What follows belongs to an exercise in optimizing a design on an open flow for small area, a short achievable clock period and few clock cycles per item; a production flow would make more cautious choices.
RTL that was checked went through simulation tests only; none was proved equivalent to the original.
Power and IR drop assume default switching activity.

10-26:
==> flow/design.v (excerpt) <==
module erf_decoder (
    input  wire         clk,
    input  wire         rst,
    input  wire         in_valid,
    output wire         in_ready,
    input  wire         in_vreset,
    input  wire         in_en,
    input  wire [119:0] in_pkt,
    output reg          out_valid,
    input  wire         out_ready,
    output wire         out_trigger,
    output wire [4:0]   out_err,
    output reg  [39:0]  out_ts,
    output reg  [1:0]   out_seq,
    output reg  [7:0]   out_sync,
    output reg  [15:0]  out_crc_rx,
    output wire [15:0]  out_crc_calc,
    output reg  [31:0]  out_flags_lo,
    output reg  [5:0]   out_flags_hi,
    output reg  [2:0]   out_grp_r,
    output reg  [2:0]   out_grp_s,
    output reg  [3:0]   out_pkt_err,
    output reg          out_mode,
    output reg  [4:0]   out_aux
);
    wire [15:0]  synd_in;
    wire cx0 = in_pkt[44] ^ in_pkt[92];
    wire cx1 = in_pkt[20] ^ in_pkt[91];
    wire cx2 = in_pkt[35] ^ in_pkt[86];
    wire cx3 = in_pkt[57] ^ in_pkt[118];
  ...
Size: about 1000 cells after synthesis, roughly 270 I/O pins, about 0.011 mm^2 of cells after synthesis.
==> flow/config.mk <==
export PLATFORM = sky130hd
export DESIGN_NAME = erf_decoder
export DESIGN_NICKNAME = erf_decoder
export VERILOG_FILES = /design/flow/design.v
export SDC_FILE = /design/flow/constraint.sdc
export NUM_CORES = 4
export LEC_CHECK = 0
export CAP_MARGIN = 20
export CORE_MARGIN = 2
export CORE_UTILIZATION = 60
export CTS_BUF_LIST = sky130_fd_sc_hd__clkbuf_4 sky130_fd_sc_hd__clkbuf_8
export PLACE_DENSITY = 0.7
export SETUP_SLACK_MARGIN = 2.9
export SLEW_MARGIN = 20
==> flow/constraint.sdc <==
create_clock -name core_clock -period 6.0 [get_ports {clk}]
set_input_delay 1.2000 -clock core_clock [delete_from_list [all_inputs] [get_ports {clk}]]
set_output_delay 1.2000 -clock core_clock [all_outputs]
set_load 0.01 [all_outputs]
standard.sh (not shown) runs the stock make flow with config.mk's settings and CLKGATE_MAP_FILE= SYNTH_SCRIPT=/design/flow/synth_recipe.tcl, a recipe that flattens the netlist after the stock synthesis.
==> flow/flow/run.sh <==
#!/bin/bash
# ORFS layout with these changes:
#  - synthesis maps the logic with flow/map.abc (structural choices and
#    area-recovering mapping, keeping the XOR network of the RTL) instead of
#    ORFS's delay-first ABC script; everything else in synthesis, including
#    the flip-flop mapping, is synth_recipe.tcl unchanged;
#  - the port buffers are buf_1 cells (buffer_ports otherwise picks
#    clkdlybuf4s50_1 delay cells).
set -euo pipefail
W=$(pwd)
{
  echo "proc abc {args} { set i [lsearch \$args -script]; if {\$i >= 0} { lset args [expr {\$i+1}] $W/flow/map.abc }; yosys abc {*}\$args }"
  cat synth_recipe.tcl
} > flow_synth.tcl
sed "s#SYNTH_SCRIPT=[^ ]*#SYNTH_SCRIPT=$W/flow_synth.tcl#" standard.sh > flow_standard.sh
grep -q "SYNTH_SCRIPT=$W/flow_synth.tcl" flow_standard.sh
export BUFFER_PORTS_ARGS="-buffer_cell sky130_fd_sc_hd__buf_1"
bash flow_standard.sh > standard.log 2>&1
==> flow/flow/map.abc <==
&get -n
&st
&dch
&nf
&put
Relative to 10-26, the following input files were edited for 11-16:
diff --git a/flow/design.v b/flow/design.v
--- a/flow/design.v
+++ b/flow/design.v
@@ -480,21 +480,21 @@
     wire [7:0]  b7 = in_pkt[63:56];
     wire [7:0]  b8 = in_pkt[71:64];
     wire [7:0]  b9 = in_pkt[79:72];
     wire [37:0] i_flags = {b9, b8, b7[7:1], b6[5:0], b5[7:3], b4[7:4]};
     wire [135:0] i_res = {i_ts, i_seq, i_sync, in_pkt[15:0], synd_in, i_flags,
                           b5[0], b5[1], b5[2], b6[6], b6[7], b7[0],
                           b4[3:0], b3[7], b3[6:2]};
     reg          c_seq_have;
     reg  [1:0]   c_last_seq;
     reg          c_sync_have;
-    reg          c_last_sync;   
+    reg  [7:0]   c_last_sync;
     reg  [39:0]  c_last_ts;
     reg          u_seq;    
     reg          u_sync;   
     reg          u_ts;     
     reg          r_trig;
     reg          r_seq_bad;
     reg          r_sync_rep;
     reg          r_sync_bad;
     reg          r_ts_bad;
     reg  [15:0]  r_synd;
@@ -504,21 +504,21 @@
     assign out_trigger = r_trig & crc_ok;
     assign out_err     = crc_ok ? {r_ts_bad, r_sync_bad, r_sync_rep, r_seq_bad, 1'b0} : 5'h01;
     reg          c_ts_nz;
     reg          r_ts_nz;
     wire         e_seq  = u_seq  & crc_ok;
     wire         e_sync = u_sync & crc_ok;
     wire         e_ts   = u_ts   & crc_ok;
     wire         s_seq_have  = c_seq_have | e_seq;
     wire [1:0]   s_last_seq  = e_seq ? out_seq : c_last_seq;
     wire         s_sync_have = c_sync_have | e_sync;
-    wire         s_last_sync = e_sync ? out_sync[0] : c_last_sync;
+    wire [7:0]   s_last_sync = e_sync ? out_sync : c_last_sync;
     wire [39:0]  s_last_ts   = e_ts ? out_ts : c_last_ts;
     wire         s_ts_nz     = e_ts ? r_ts_nz : c_ts_nz;
     assign in_ready = !out_valid || out_ready;
     wire acc     = in_valid && in_ready;
     wire acc_dec = acc && !in_vreset;
     wire clr     = rst || (acc && in_vreset);
     wire hold    = out_valid && !out_ready;
     wire ld      = !hold && in_en;
     wire tc_g0_0 = i_ts[0] & ~s_last_ts[0];
     wire tc_p0_0 = i_ts[0] | ~s_last_ts[0];
@@ -675,34 +675,34 @@
     wire tc_g1_4 = tc_g3_3 | (tc_p3_3 & tc_g2_3);
     wire tc_p1_4 = tc_p3_3 & tc_p2_3;
     wire tc_g0_5 = tc_g1_4 | (tc_p1_4 & tc_g0_4);
     wire tc_p0_5 = tc_p1_4 & tc_p0_4;
     wire tc_g0_6 = tc_g4_3 | (tc_p4_3 & tc_g0_5);
     wire ts_gt = tc_g0_6;
     wire sync_bad = !((i_sync == 8'h55) || (i_sync == 8'hAA));
     wire seq_bad_c  = c_seq_have && (i_seq != c_last_seq + 2'd1);
     wire seq_bad_o  = (i_seq != out_seq + 2'd1);
     wire seq_bad    = e_seq ? seq_bad_o : seq_bad_c;
-    wire sync_rep_c = c_sync_have && (i_sync[0] == c_last_sync);
-    wire sync_rep_o = (i_sync[0] == out_sync[0]);
+    wire sync_rep_c = c_sync_have && (i_sync == c_last_sync);
+    wire sync_rep_o = (i_sync == out_sync);
     wire sync_rep   = e_sync ? sync_rep_o : sync_rep_c;
     wire ts_bad     = s_ts_nz && !ts_gt;
     wire [135:0] res_q = {out_ts, out_seq, out_sync, out_crc_rx, r_synd,
                           out_flags_hi, out_flags_lo, out_grp_r, out_grp_s,
                           out_pkt_err, out_mode, out_aux};
     wire [135:0] res_d = ({136{ld}} & i_res) | ({136{hold}} & res_q);
     always @(posedge clk) begin
         if (clr) begin
             c_seq_have  <= 1'b0;
             c_last_seq  <= 2'd0;
             c_sync_have <= 1'b0;
-            c_last_sync <= 1'b0;
+            c_last_sync <= 8'h00;
             c_last_ts   <= 40'd0;
             c_ts_nz     <= 1'b0;
         end else begin
             c_seq_have  <= s_seq_have;
             c_last_seq  <= s_last_seq;
             c_sync_have <= s_sync_have;
             c_last_sync <= s_last_sync;
             c_last_ts   <= s_last_ts;
             c_ts_nz     <= s_ts_nz;
         end
==> run notes <==
Status: initial core utilization parity (10-26, 11-16). In 11-16 the proportion of power drawn by combinational gates turned out 4.7 points lower than in 10-26. Comparing share of post-route cells with drive strength above 1 for 11-16 and 10-26, the smaller number came from 11-16. | total routing resource utilization after global routing | lower: 11-16 |. Comparing 11-16 and 10-26, the higher CTS H-tree depth is on 10-26. Vias: 11-16 above 10-26. Side by side, logic depth of the worst path, buffers included turned out higher in 11-16 than in 10-26. Compared to 10-26, 11-16 has instance area after placement 2.7% higher. 11-16: fraction of area in registers is 0.87 points higher than what 10-26 reported. Uppermost signal routing layer after detailed routing = met5: 10-26; uppermost signal routing layer after detailed routing = met4: 11-16.
Testbench counts of 11-16, summed over its fixed seeds: cycles 2,408, items 2,365.
For 10-26, only the layout was checked, not whether the RTL still works.

---

== red ==
erf_decoder, a different RTL version from the one above (not shown whole).
Size in the first run: roughly 1000 cells after synthesis, ~270 I/O pins, roughly 0.011 mm^2 of cells after synthesis.
export LEC_CHECK = 0
export CAP_MARGIN = 20
export CORE_MARGIN = 2
export CORE_UTILIZATION = 60
export CTS_BUF_LIST = sky130_fd_sc_hd__clkbuf_8
export PLACE_DENSITY = 0.7
export SETUP_SLACK_MARGIN = 2.85
export SLEW_MARGIN = 20
create_clock -name core_clock -period 6.0 [get_ports {clk}]
Scripts as last shown in full above: flow/flow/run.sh, flow/flow/map.abc
Relative to red, the following input files were edited for blue:
--- a/flow/design.v
+++ b/flow/design.v
@@ -673,23 +673,18 @@
     wire seq_bad    = e_seq ? seq_bad_o : seq_bad_c;
     wire sync_rep_c = c_sync_have && (i_sync[0] == c_last_sync);
     wire sync_rep_o = (i_sync[0] == out_sync[0]);
     wire sync_rep   = e_sync ? sync_rep_o : sync_rep_c;
     wire ts_bad     = s_ts_nz && !ts_gt;
     wire [135:0] res_q = {out_ts, out_seq, out_sync, out_crc_rx, r_synd,
                           out_flags_hi, out_flags_lo, out_grp_r, out_grp_s,
                           out_pkt_err, out_mode, out_aux};
     wire [135:0] res_d = ({136{ld}} & i_res) | ({136{hold}} & res_q);
-    wire [9:0] i_flg = {!sync_bad, seq_bad, sync_bad, !sync_bad && sync_rep,
-                        !sync_bad && ts_bad, i_ts != 40'd0, synd_nz_in};
-    wire [9:0] flg_q = {r_trig, r_seq_bad, r_sync_bad, r_sync_rep, r_ts_bad, r_ts_nz,
-                        r_synd_nz};
-    wire [9:0] flg_d = ({10{ld}} & i_flg) | ({10{hold}} & flg_q);
     always @(posedge clk) begin
         if (clr) begin
             c_seq_have  <= 1'b0;
             c_last_seq  <= 2'd0;
             c_sync_have <= 1'b0;
             c_last_sync <= 1'b0;
             c_last_ts   <= 40'd0;
             c_ts_nz     <= 1'b0;
         end else begin
@@ -709,16 +704,23 @@
             u_sync <= in_en && !sync_bad;
             u_ts   <= in_en && !sync_bad && !ts_bad;
         end
         if (rst)
             out_valid <= 1'b0;
         else if (acc)
             out_valid <= !in_vreset;
         else if (out_ready)
             out_valid <= 1'b0;
-        {r_trig, r_seq_bad, r_sync_bad, r_sync_rep, r_ts_bad, r_ts_nz,
-         r_synd_nz} <= flg_d;
+        if (!hold) begin
+            r_trig     <= in_en && !sync_bad;
+            r_seq_bad  <= in_en && seq_bad;
+            r_sync_bad <= in_en && sync_bad;
+            r_sync_rep <= in_en && !sync_bad && sync_rep;
+            r_ts_bad   <= in_en && !sync_bad && ts_bad;
+            r_ts_nz    <= in_en && (i_ts != 40'd0);
+            r_synd_nz  <= {4{in_en}} & synd_nz_in;
+        end
         {out_ts, out_seq, out_sync, out_crc_rx, r_synd,
          out_flags_hi, out_flags_lo, out_grp_r, out_grp_s,
          out_pkt_err, out_mode, out_aux} <= res_d;
     end
 endmodule
==> comparison <==
blue completed end to end with timing, DRC and antenna clean. The fmax in blue was lower than what red gave. Summary — pin count of the biggest net entering global routing, blue relative to red: lower, by about 8%. blue vs. red: share of cell area taken by multi-input logic gates neither gained nor lost much; die height picked up an extra about 0.4%; met1 track utilization from global routing lost 0.47 points. Delta (blue minus red): clock network fraction of design power -2.2 points, latest clock arrival within the worst-skew pair barely changed, final routed wirelength across all metal layers shows a reduction of about 1.1%, number of global-route vias before repair went down. blue vs red — synthesized instance count dropped by a few percent. Looking only at critical path required time, and setting everything else aside, the lower value of red and blue goes to blue.
Testbench counts of blue, summed over its fixed seeds: cycles 2,408, items 2,365.
The RTL of red was laid out without a check of its function.

---

erf_decoder with an RTL version that a note above also has.
Size: about 1000 cells after synthesis, ~200 flip-flops, about 270 I/O pins.
Settings: LEC_CHECK=0, CAP_MARGIN=20, CORE_MARGIN=2, CORE_UTILIZATION=60, CTS_BUF_LIST=sky130_fd_sc_hd__clkbuf_8, PLACE_DENSITY=0.7, SETUP_SLACK_MARGIN=2.75, SLEW_MARGIN=20; clock period 6.0 ns.
Scripts as last shown in full above: flow/flow/run.sh, flow/flow/map.abc
Testbench counts at the start, summed over its fixed seeds: cycles 2,408, items 2,365.
Rerun with:
--- a/flow/design.v
+++ b/flow/design.v
@@ -675,14 +675,19 @@
     wire sync_rep_o = (i_sync[0] == out_sync[0]);
     wire sync_rep   = e_sync ? sync_rep_o : sync_rep_c;
     wire ts_bad     = s_ts_nz && !ts_gt;
     wire [135:0] res_q = {out_ts, out_seq, out_sync, out_crc_rx, r_synd,
                           out_flags_hi, out_flags_lo, out_grp_r, out_grp_s,
                           out_pkt_err, out_mode, out_aux};
     wire [135:0] res_d = ({136{ld}} & i_res) | ({136{hold}} & res_q);
+    wire [9:0] i_flg = {!sync_bad, seq_bad, sync_bad, !sync_bad && sync_rep,
+                        !sync_bad && ts_bad, i_ts != 40'd0, synd_nz_in};
+    wire [9:0] flg_q = {r_trig, r_seq_bad, r_sync_bad, r_sync_rep, r_ts_bad, r_ts_nz,
+                        r_synd_nz};
+    wire [9:0] flg_d = ({10{ld}} & i_flg) | ({10{hold}} & flg_q);
     always @(posedge clk) begin
         if (clr) begin
             c_seq_have  <= 1'b0;
             c_last_seq  <= 2'd0;
             c_sync_have <= 1'b0;
             c_last_sync <= 1'b0;
             c_last_ts   <= 40'd0;
@@ -706,21 +711,14 @@
         end
         if (rst)
             out_valid <= 1'b0;
         else if (acc)
             out_valid <= !in_vreset;
         else if (out_ready)
             out_valid <= 1'b0;
-        if (!hold) begin
-            r_trig     <= in_en && !sync_bad;
-            r_seq_bad  <= in_en && seq_bad;
-            r_sync_bad <= in_en && sync_bad;
-            r_sync_rep <= in_en && !sync_bad && sync_rep;
-            r_ts_bad   <= in_en && !sync_bad && ts_bad;
-            r_ts_nz    <= in_en && (i_ts != 40'd0);
-            r_synd_nz  <= {4{in_en}} & synd_nz_in;
-        end
+        {r_trig, r_seq_bad, r_sync_bad, r_sync_rep, r_ts_bad, r_ts_nz,
+         r_synd_nz} <= flg_d;
         {out_ts, out_seq, out_sync, out_crc_rx, r_synd,
          out_flags_hi, out_flags_lo, out_grp_r, out_grp_s,
          out_pkt_err, out_mode, out_aux} <= res_d;
     end
 endmodule
Result: The changed run passed the timing, DRC and antenna checks; global-route usage climbs by 0.89 points; combinational power drops by about 7%; routed wire length climbs by 2.5%; worst setup slack loses 0.090 ns; fmax drops by 2.8%; die area drops by 0.77%.
Function not checked in the second run of this note: the RTL went through the layout flow alone.

re-timing with driven ports:
The results above use ideal ports. As a check the final layouts listed here were re-extracted and re-timed, cells and wires unchanged. Step 1: set_driving_cell puts a clkbuf_16 on clk and a buf_2 on each other input, an assumption about the parent block. Step 2 adds t to the input delays and takes it off the output delays; t is the mean of the earliest and latest rising clock arrival at the registers after step 1. Input paths then give back, and output paths get back, about the clock's delay inside the block. a / b / c = ideal ports / drivers / drivers and shift; a / b = the first two.
| run | shift t [ns] | slack for setup (ns) | worst register clock-pin slew, ns | worst slew at a driven data input, ns |
|---|---|---|---|---|
| 10-26 | 0.534 | 2.830 / 2.793 / 2.341 | 0.12 / 0.12 | 0.05 |
| 11-16 | 0.560 | 2.848 / 2.843 / 2.394 | 0.06 / 0.06 | 0.06 |
| red | 0.534 | 2.851 / 2.811 / 2.335 | 0.12 / 0.12 | 0.04 |
| blue | 0.528 | 2.790 / 2.805 / 2.277 | 0.12 / 0.12 | 0.05 |
| the first run of note 3 | 0.532 | 2.822 / 2.834 / 2.312 | 0.12 / 0.12 | 0.06 |
| the second run of note 3 | 0.530 | 2.731 / 2.747 / 2.217 | 0.12 / 0.12 | 0.04 |
After both steps setup and hold are still met in every run listed. For red, which loses most, drivers alone change the setup slack by -0.040 ns; drivers and shift together by -0.516 ns.
